Context: an optimization exercise on an open-source flow, tuned for small area. The choices shown serve that exercise and are no tape-out recipe. Only the layout flow was run in this run; the RTL was not checked for function there.

**design.v**
```verilog
module scc (
    input  wire        clk,
    input  wire        rst,           
    input  wire        cmd_valid,
    input  wire [7:0]  cmd,
    output wire        ready,
    input  wire        ofs_we,
    input  wire [31:0] ofs_wdata,
    output reg  [31:0] ofs,
    output wire [31:0] msf,           
    output reg  [31:0] edc,
    output wire [31:0] status,
    output reg         mem_en,
    output reg         mem_we,
    output reg  [11:0] mem_addr,
    output reg  [7:0]  mem_wdata,
    input  wire [7:0]  mem_rdata
);
    localparam [7:0] C_MSFENC = 8'h01, C_EDCGEN = 8'h02, C_ECCP   = 8'h03,
                     C_ECCQ   = 8'h04, C_CHKSYNC= 8'h08, C_CHKF2  = 8'h09,
                     C_CHKBLANK=8'h0A, C_CHKADDR= 8'h0B, C_CLR    = 8'h10,
                     C_WRSYNC = 8'h11, C_WRADDR = 8'h12, C_SYNTH  = 8'h20,
                     C_RST    = 8'hFF;
    localparam [31:0] OFS_LIMIT = 32'd449850;
    function [7:0] gf_mul2;             
        input [7:0] x;
        gf_mul2 = {x[6:0], 1'b0} ^ (x[7] ? 8'h1D : 8'h00);
    endfunction
    function [7:0] gf_mul;              
        input [7:0] a;
        input [7:0] b;
        integer i;
        reg [7:0] p, t;
        begin
            p = 8'h00;
            t = a;
            for (i = 0; i < 8; i = i + 1) begin
                if (b[i]) p = p ^ t;
                t = gf_mul2(t);
            end
            gf_mul = p;
        end
    endfunction
    function [7:0] ecc_b;               
        input [7:0] y;
        ecc_b = gf_mul(y, 8'hF4);
    endfunction
    function [31:0] edc_lut;            
        input [7:0] idx;
        integer i;
        reg [31:0] r;
        begin
            r = {24'd0, idx};
            for (i = 0; i < 8; i = i + 1)
                r = r[0] ? ((r >> 1) ^ 32'hD8018001) : (r >> 1);
            edc_lut = r;
        end
    endfunction
    function [7:0] bcd;
        input [6:0] n;
        reg [6:0] tens, units;
        begin
            tens  = n / 7'd10;
            units = n % 7'd10;
            bcd   = {tens[3:0], units[3:0]};
        end
    endfunction
    wire        ofs_bad = (ofs >= OFS_LIMIT);
    wire [19:0] abs_frames = {1'b0, ofs[18:0]} + 20'd150;
    wire [19:0] minute = abs_frames / 20'd4500;
    wire [19:0] in_min = abs_frames % 20'd4500;
    wire [19:0] second = in_min / 20'd75;
    wire [19:0] frame  = in_min % 20'd75;
    wire [31:0] msf_of_ofs = {8'h02, bcd(frame[6:0]), bcd(second[6:0]), bcd(minute[6:0])};
    reg [31:0] msf_r;
    reg        sync_ok, form2, blank, addr_ok;
    reg        err;
    reg [1:0]  cause;
    reg [7:0]  fcmd;
    assign msf    = msf_r;
    assign status = {8'd0, fcmd, 5'd0, cause, err, 4'd0, addr_ok, blank, form2, sync_ok};
    localparam [3:0] S_IDLE    = 4'd0,
                     S_CLR     = 4'd1,
                     S_WRSYNC  = 4'd2,
                     S_WRADDR  = 4'd3,
                     S_CHK     = 4'd4,
                     S_EDC_RD  = 4'd5,
                     S_EDC_WR  = 4'd6,
                     S_ECC_RD  = 4'd7,
                     S_ECC_LAST= 4'd8,
                     S_ECC_WR0 = 4'd9,
                     S_ECC_WR1 = 4'd10;
    reg [3:0]  state;
    reg [7:0]  op;           
    reg        synth;        
    reg        layer_q;      
    reg [11:0] cnt;          
    reg        rd_valid;     
    reg [11:0] rd_idx;       
    reg        match;        
    reg [31:0] crc;          
    reg [6:0]  major;
    reg [5:0]  minor;
    reg [11:0] index;
    reg [7:0]  acc_a, acc_b;
    assign ready = (state == S_IDLE);
    reg [11:0] chk_base, chk_len;
    always @(*) begin
        case (op)
            C_CHKSYNC:  begin chk_base = 12'd0;  chk_len = 12'd12;   end
            C_CHKF2:    begin chk_base = 12'd16; chk_len = 12'd8;    end
            C_CHKBLANK: begin chk_base = 12'd16; chk_len = 12'd2336; end
            default:    begin chk_base = 12'd12; chk_len = 12'd4;    end  
        endcase
    end
    reg [7:0] chk_expect;
    always @(*) begin
        case (op)
            C_CHKSYNC:  chk_expect = (rd_idx == 12'd0 || rd_idx == 12'd11) ? 8'h00 : 8'hFF;
            C_CHKF2:    chk_expect = (rd_idx == 12'd2 || rd_idx == 12'd6) ? 8'h20 : 8'h00;
            C_CHKBLANK: chk_expect = 8'h00;
            default:    chk_expect = msf_of_ofs[rd_idx[1:0]*8 +: 8];
        endcase
    end
    wire [7:0] sync_byte = (cnt == 12'd0 || cnt == 12'd11) ? 8'h00 : 8'hFF;
    wire [6:0]  ecc_count = layer_q ? 7'd52   : 7'd86;
    wire [5:0]  ecc_minor = layer_q ? 6'd43   : 6'd24;
    wire [11:0] ecc_mult  = layer_q ? 12'd86  : 12'd2;
    wire [11:0] ecc_inc   = layer_q ? 12'd88  : 12'd86;
    wire [11:0] ecc_size  = layer_q ? 12'd2236: 12'd2064;
    wire [11:0] ecc_dest  = layer_q ? 12'd2248: 12'd2076;
    wire [11:0] index_step = index + ecc_inc;
    wire [11:0] index_next = (index_step >= ecc_size) ? index_step - ecc_size : index_step;
    wire [6:0]  major_next = major + 7'd1;
    wire [11:0] index_start_next = {6'd0, major_next[6:1]} * ecc_mult + {11'd0, major_next[0]};
    wire [7:0]  ecc_p0 = ecc_b(gf_mul2(acc_a) ^ acc_b);
    wire [7:0]  ecc_p1 = ecc_p0 ^ acc_b;
    wire [31:0] crc_next = (crc >> 8) ^ edc_lut(crc[7:0] ^ mem_rdata);
    always @(*) begin
        mem_en    = 1'b0;
        mem_we    = 1'b0;
        mem_addr  = 12'd0;
        mem_wdata = 8'h00;
        case (state)
            S_CLR: begin
                mem_en = 1'b1; mem_we = 1'b1; mem_addr = cnt; mem_wdata = 8'h00;
            end
            S_WRSYNC: begin
                mem_en = 1'b1; mem_we = 1'b1; mem_addr = cnt; mem_wdata = sync_byte;
            end
            S_WRADDR: begin
                mem_en = 1'b1; mem_we = 1'b1; mem_addr = 12'd12 + cnt;
                mem_wdata = msf_of_ofs[cnt[1:0]*8 +: 8];
            end
            S_CHK: begin
                mem_en = (cnt != chk_len); mem_addr = chk_base + cnt;
            end
            S_EDC_RD: begin
                mem_en = (cnt != 12'd2056); mem_addr = 12'd16 + cnt;
            end
            S_EDC_WR: begin
                mem_en = 1'b1; mem_we = 1'b1; mem_addr = 12'd2072 + cnt;
                mem_wdata = crc[cnt[1:0]*8 +: 8];
            end
            S_ECC_RD: begin
                mem_en = 1'b1; mem_addr = 12'd12 + index;
            end
            S_ECC_WR0: begin
                mem_en = 1'b1; mem_we = 1'b1; mem_addr = ecc_dest + {5'd0, major};
                mem_wdata = ecc_p0;
            end
            S_ECC_WR1: begin
                mem_en = 1'b1; mem_we = 1'b1;
                mem_addr = ecc_dest + {5'd0, major} + {5'd0, ecc_count};
                mem_wdata = ecc_p1;
            end
            default: ;
        endcase
    end
    always @(posedge clk) begin
        if (rst) begin
            state    <= S_IDLE;
            op       <= 8'h00;
            synth    <= 1'b0;
            layer_q  <= 1'b0;
            ofs      <= 32'd0;
            msf_r    <= 32'd0;
            edc      <= 32'd0;
            sync_ok  <= 1'b0;
            form2    <= 1'b0;
            blank    <= 1'b0;
            addr_ok  <= 1'b0;
            err      <= 1'b0;
            cause    <= 2'd0;
            fcmd     <= 8'd0;
            rd_valid <= 1'b0;
            rd_idx   <= 12'd0;
            cnt      <= 12'd0;
            match    <= 1'b0;
            crc      <= 32'd0;
            major    <= 7'd0;
            minor    <= 6'd0;
            index    <= 12'd0;
            acc_a    <= 8'd0;
            acc_b    <= 8'd0;
        end else begin
            rd_valid <= 1'b0;
            case (state)
            S_IDLE: begin
                if (ofs_we)
                    ofs <= ofs_wdata;
                if (cmd_valid) begin
                    op  <= cmd;
                    cnt <= 12'd0;
                    if (cmd == C_RST) begin
                        ofs     <= 32'd0;
                        msf_r   <= 32'd0;
                        edc     <= 32'd0;
                        sync_ok <= 1'b0;
                        form2   <= 1'b0;
                        blank   <= 1'b0;
                        addr_ok <= 1'b0;
                        err     <= 1'b0;
                        cause   <= 2'd0;
                        fcmd    <= 8'd0;
                    end else if (!err) begin
                        case (cmd)
                            C_MSFENC, C_CHKADDR, C_WRADDR, C_SYNTH: begin
                                if (ofs_bad) begin
                                    err   <= 1'b1;
                                    cause <= 2'd1;
                                    fcmd  <= cmd;
                                end else if (cmd == C_MSFENC) begin
                                    msf_r <= msf_of_ofs;
                                end else if (cmd == C_CHKADDR) begin
                                    state <= S_CHK;
                                    match <= 1'b1;
                                end else if (cmd == C_WRADDR) begin
                                    state <= S_WRADDR;
                                end else begin
                                    synth <= 1'b1;
                                    state <= S_CLR;
                                end
                            end
                            C_EDCGEN: begin
                                state <= S_EDC_RD;
                                crc   <= 32'd0;
                            end
                            C_ECCP, C_ECCQ: begin
                                state   <= S_ECC_RD;
                                layer_q <= (cmd == C_ECCQ);
                                major   <= 7'd0;
                                minor   <= 6'd0;
                                index   <= 12'd0;
                                acc_a   <= 8'd0;
                                acc_b   <= 8'd0;
                            end
                            C_CHKSYNC, C_CHKF2, C_CHKBLANK: begin
                                state <= S_CHK;
                                match <= 1'b1;
                            end
                            C_CLR:    state <= S_CLR;
                            C_WRSYNC: state <= S_WRSYNC;
                            default: begin
                                err   <= 1'b1;
                                cause <= 2'd2;
                                fcmd  <= cmd;
                            end
                        endcase
                    end
                end
            end
            S_CLR: begin
                cnt <= cnt + 12'd1;
                if (cnt == 12'd2351) begin
                    cnt   <= 12'd0;
                    state <= synth ? S_WRSYNC : S_IDLE;
                end
            end
            S_WRSYNC: begin
                cnt <= cnt + 12'd1;
                if (cnt == 12'd11) begin
                    cnt   <= 12'd0;
                    state <= synth ? S_WRADDR : S_IDLE;
                end
            end
            S_WRADDR: begin
                cnt <= cnt + 12'd1;
                if (cnt == 12'd3) begin
                    cnt   <= 12'd0;
                    crc   <= 32'd0;
                    state <= synth ? S_EDC_RD : S_IDLE;
                end
            end
            S_CHK: begin
                if (cnt != chk_len) begin
                    rd_valid <= 1'b1;
                    rd_idx   <= cnt;
                    cnt      <= cnt + 12'd1;
                end
                if (rd_valid && mem_rdata != chk_expect)
                    match <= 1'b0;
                if (rd_valid && rd_idx == chk_len - 12'd1) begin
                    case (op)
                        C_CHKSYNC:  sync_ok <= match && (mem_rdata == chk_expect);
                        C_CHKF2:    form2   <= match && (mem_rdata == chk_expect);
                        C_CHKBLANK: blank   <= match && (mem_rdata == chk_expect);
                        default:    addr_ok <= match && (mem_rdata == chk_expect);
                    endcase
                    state <= S_IDLE;
                end
            end
            S_EDC_RD: begin
                if (cnt != 12'd2056) begin
                    rd_valid <= 1'b1;
                    rd_idx   <= cnt;
                    cnt      <= cnt + 12'd1;
                end
                if (rd_valid) begin
                    crc <= crc_next;
                    if (rd_idx == 12'd2055) begin
                        cnt   <= 12'd0;
                        state <= S_EDC_WR;
                    end
                end
            end
            S_EDC_WR: begin
                cnt <= cnt + 12'd1;
                if (cnt == 12'd3) begin
                    edc <= crc;
                    cnt <= 12'd0;
                    if (synth) begin
                        state   <= S_ECC_RD;
                        layer_q <= 1'b0;
                        major   <= 7'd0;
                        minor   <= 6'd0;
                        index   <= 12'd0;
                        acc_a   <= 8'd0;
                        acc_b   <= 8'd0;
                    end else begin
                        state <= S_IDLE;
                    end
                end
            end
            S_ECC_RD: begin
                rd_valid <= 1'b1;
                index    <= index_next;
                minor    <= minor + 6'd1;
                if (rd_valid) begin
                    acc_a <= gf_mul2(acc_a ^ mem_rdata);
                    acc_b <= acc_b ^ mem_rdata;
                end
                if (minor == ecc_minor - 6'd1)
                    state <= S_ECC_LAST;
            end
            S_ECC_LAST: begin
                acc_a <= gf_mul2(acc_a ^ mem_rdata);
                acc_b <= acc_b ^ mem_rdata;
                state <= S_ECC_WR0;
            end
            S_ECC_WR0: begin
                state <= S_ECC_WR1;
            end
            S_ECC_WR1: begin
                acc_a <= 8'd0;
                acc_b <= 8'd0;
                minor <= 6'd0;
                major <= major_next;
                index <= index_start_next;
                if (major_next == ecc_count) begin
                    if (synth && !layer_q) begin
                        layer_q <= 1'b1;
                        major   <= 7'd0;
                        index   <= 12'd0;
                        state   <= S_ECC_RD;
                    end else begin
                        synth <= 1'b0;
                        state <= S_IDLE;
                    end
                end else begin
                    state <= S_ECC_RD;
                end
            end
            default: state <= S_IDLE;
            endcase
        end
    end
endmodule
```
**run.sh**
```bash
#!/bin/bash
# synth_recipe.tcl (not shown) runs the flow's synth.tcl, then flattens the netlist and writes it again
# the make line also repeats each setting of config.mk as NAME=value (left out here)
make -C /OpenROAD-flow-scripts/flow DESIGN_CONFIG=/design/flow/config.mk WORK_HOME=/design/flow/orfs CLKGATE_MAP_FILE= SYNTH_SCRIPT=/design/flow/synth_recipe.tcl finish
```
**config.mk**
```make
export PLATFORM = sky130hd
export DESIGN_NAME = scc
export DESIGN_NICKNAME = scc
export VERILOG_FILES = /design/flow/design.v
export SDC_FILE = /design/flow/constraint.sdc
export NUM_CORES = 4
export LEC_CHECK = 0
export CAP_MARGIN = 20
export CORE_MARGIN = 2
export CORE_UTILIZATION = 40
export PLACE_DENSITY = 0.6
export SLEW_MARGIN = 20
```
**constraint.sdc**
```tcl
create_clock -name core_clock -period 27.0 [get_ports {clk}]
set_input_delay 5.4000 -clock core_clock [delete_from_list [all_inputs] [get_ports {clk}]]
set_output_delay 5.4000 -clock core_clock [all_outputs]
set_load 0.01 [all_outputs]
```
==> results.txt <==
## tightest hold or removal path: cells and delay by family, from the launching register on
kind	cells	cell delay (ns)
AO/OA/AOI/OAI	1	0.05
AND/OR/NAND/NOR	1	0.05
flip-flops	1	0.31
## routing by layer
metal / vias to the layer above / routed length [µm]
li1: 12200 / -
met1: 12400 / 37800
met4: 0 / 2670
met5: - / 0
met3: 174 / 5520
met2: 923 / 39900
## path summary, 6_finish.rpt
path              startpoint      endpoint  slack [ns]
setup / recovery      ofs[2]  mem_wdata[2]        0.81
hold / removal       edc[29]       edc[29]        0.45
setup reg to reg      ofs[2]         blank        6.77
hold reg to reg      edc[29]       edc[29]        0.45
## what timing repair did
item                       4_1_cts  5_1_grt
hold buffers                     0        0
gates cloned                     0        2
buffers inserted                 3       28
pin swaps                        3       20
setup endpoints to repair        4        6
resized for setup               22      124
hold endpoints to repair         0        0
## stage by stage
step | instances | cell area, µm²
final | 4164 | 27800
after global routing | 4164 | 27800
after CTS | 4133 | 26900
after detailed placement | 4089 | 25900
after global placement | 4089 | 25900
after floorplan | 3291 | 23600
## flip-flops by register name, summed over array words and instances (netlist names), 8 cells and up
name    flops
edc        32
op          8
ofs        32
msf_r      25
index      12
crc        32
fcmd        8
cnt        12
acc_b       8
acc_a       8
rd_idx     12
## placed cells by master (no fill, tap or decap), types with 97 or more instances in the layout
| cell type | netlist | layout |
|---|---|---|
| nor2_1 | 363 | 361 |
| nand2_1 | 337 | 332 |
| a21oi_1 | 268 | 259 |
| dfxtp_1 | 217 | 211 |
| xnor2_1 | 193 | 180 |
| clkdlybuf4s50_1 | 0 | 177 |
| nand3_1 | 147 | 147 |
| o21ai_0 | 138 | 135 |
| xor2_1 | 109 | 106 |
| nor3_1 | 106 | 100 |
| buf_4 | 34 | 97 |
## cells by family after synthesis
group	Yosys count	synth area share
AND/OR/NAND/NOR	1260	0.255
flip-flops	217	0.185
adder cells (fa/ha/maj)	86	0.0484
buffers and inverters	310	0.0569
other	1	0.000159
multiplexers	71	0.0331
AO/OA/AOI/OAI	1014	0.304
XOR/XNOR	309	0.118
## layout make-up
class,instances,area [µm²],area share
tap,765,957,0.0345
clock buffer,29,638,0.0230
timing repair buffer,277,2530,0.0912
sequential,217,4350,0.157
multi-input combinational,2766,18700,0.675
antenna,1,2.50,0.0000901
clock inverter,12,179,0.00644
inverter,97,377,0.0136
==> impl_metrics.yaml <==
worst_setup_path:
  crit_family: "compound AO/OA/AOI/OAI gates"
  cp.depth: 84
  cp.required_ns: 21.60
  crit_type: "flop to primary output"
  worst-path-buf-inv: 11
  rr_worst_depth: 86
  arrival_ns: 20.79
  critical_path.max_fanout: 16
  cp-start-kind: "flop"
  slowest_stage: "clkdlybuf4s50_1"
  cp_slowest_stage_delay_ns: 0.52
  end_kind: "primary output"
timing:
  slew_headroom: 0.301
  finClkSkew_ns: 0.0303
  worst_slack_ns: 0.807
  fmax_ghz: 0.0382
  fin_crit_ns: 26.19
  finalSetupViolCount: 0
  finalSetupTns_ns: 0
  holdWs_ns: 0.454
  period_share: 0.970
  worstMarginPinSlew_ns: 1.05
  hold_viol: 0
  drv_slew: 0
synthesis:
  syn-cell-area_um2: 23500
  async_flop_share: 0
  synth_top_cell_by_area: "dfxtp_1"
  syn-mean-instance-area_um2: 7.20
  ys_warn_count: 1
  synth_flop_cell: "dfxtp_1"
  synth_most_common_cell: "nor2_1"
  yosys.area.top_type_share: 0.185
  netlist_top_cells_area: "dfxtp_1 18%, xnor2_1 7.2%, nor2_1 5.8%, a21oi_1 5.7%, nand2_1 5.4%"
  yosysSeqAreaShare: 0.185
  synth_cell_types: 139
  synth_edf_count: 0
  syn_inst: 3268
  synth_seq_cells: 217
  netlist_top_cells_count: "363 x nor2_1, 337 x nand2_1, 268 x a21oi_1"
clock_tree:
  cts_buffers: 23
  htreeDepth: 1
  cts_tree: "built"
  clkSinkCount: 217
  clock_latency_ns: 0.55
  clk_pin_slew_ns: 0.06
  clk_path_buf_depth: 3
  root_buffer: "clkbuf_16"
route:
  avgViaCountPerCell: 6.17
  via_count: 25700
  drt_pass1_iterations: 6
  drt_iter0_markers: 2391
  ant_nets: 0
  drc: 0
  routedWlPerCell_um: 20.6
  drt_wl_total_um: 85800
hold_path:
  hold_path_class: "flop to flop"
  whs_path_depth: 2
floorplanning:
  die_y_um: 247
  core_area_um2: 57900
  die_w_um: 247
  rows: 88
  die-area_um2: 60800
  initial_core_util: 0.406
  ios: 203
global_route:
  track_usage: 0.268
  antenna_found_initial: 1
  grt_pass1_wl_um: 134000
  met3_usage: 0.0331
  met1_usage: 0.363
  grt.busiest_layer: "met2"
  use_met2: 0.443
  grt_max_degree: 102
  grt_overflow_total: 0
  grt_pass1_vias: 23800
run:
  cap_viol_max_count: 0
layout:
  area_delta_synth_final_pct: 18.0
  nNetsFinal: 3518
  fillers: 5860
  utilization: 0.480
  drive_gt1_frac: 0.114
placement:
  place.gp.congestion: 0.948
  hpwlAfterDp_um: 64900
  port_buffers: 178
  post-place-ws_ns: -0.631
outcome:
  status: "no timing/DRC/antenna violations"

==> what the ideal ports hide <==
The results above use ideal ports. As a check the final layout listed here was re-extracted and re-timed, cells and wires unchanged.
Step 1 sets driving cells, clkbuf_16 on the clock port and buf_2 on the other inputs (assumed; they add their load-dependent delay and slew).
Step 2 also shifts input and output timing later by t, the mid clock arrival at the registers, as if the neighbouring blocks saw the same clock.
Three values: ideal ports, drivers, drivers and shift; two values: the first two.
t (ns): 0.585
setup slack, ns: 0.807 / 0.753 / 1.338
latest minus earliest clock arrival (ns): 0.031 / 0.031
After both steps setup and hold are still met in this run. For this run, drivers alone change the setup slack by -0.054 ns; drivers and shift together by +0.531 ns.
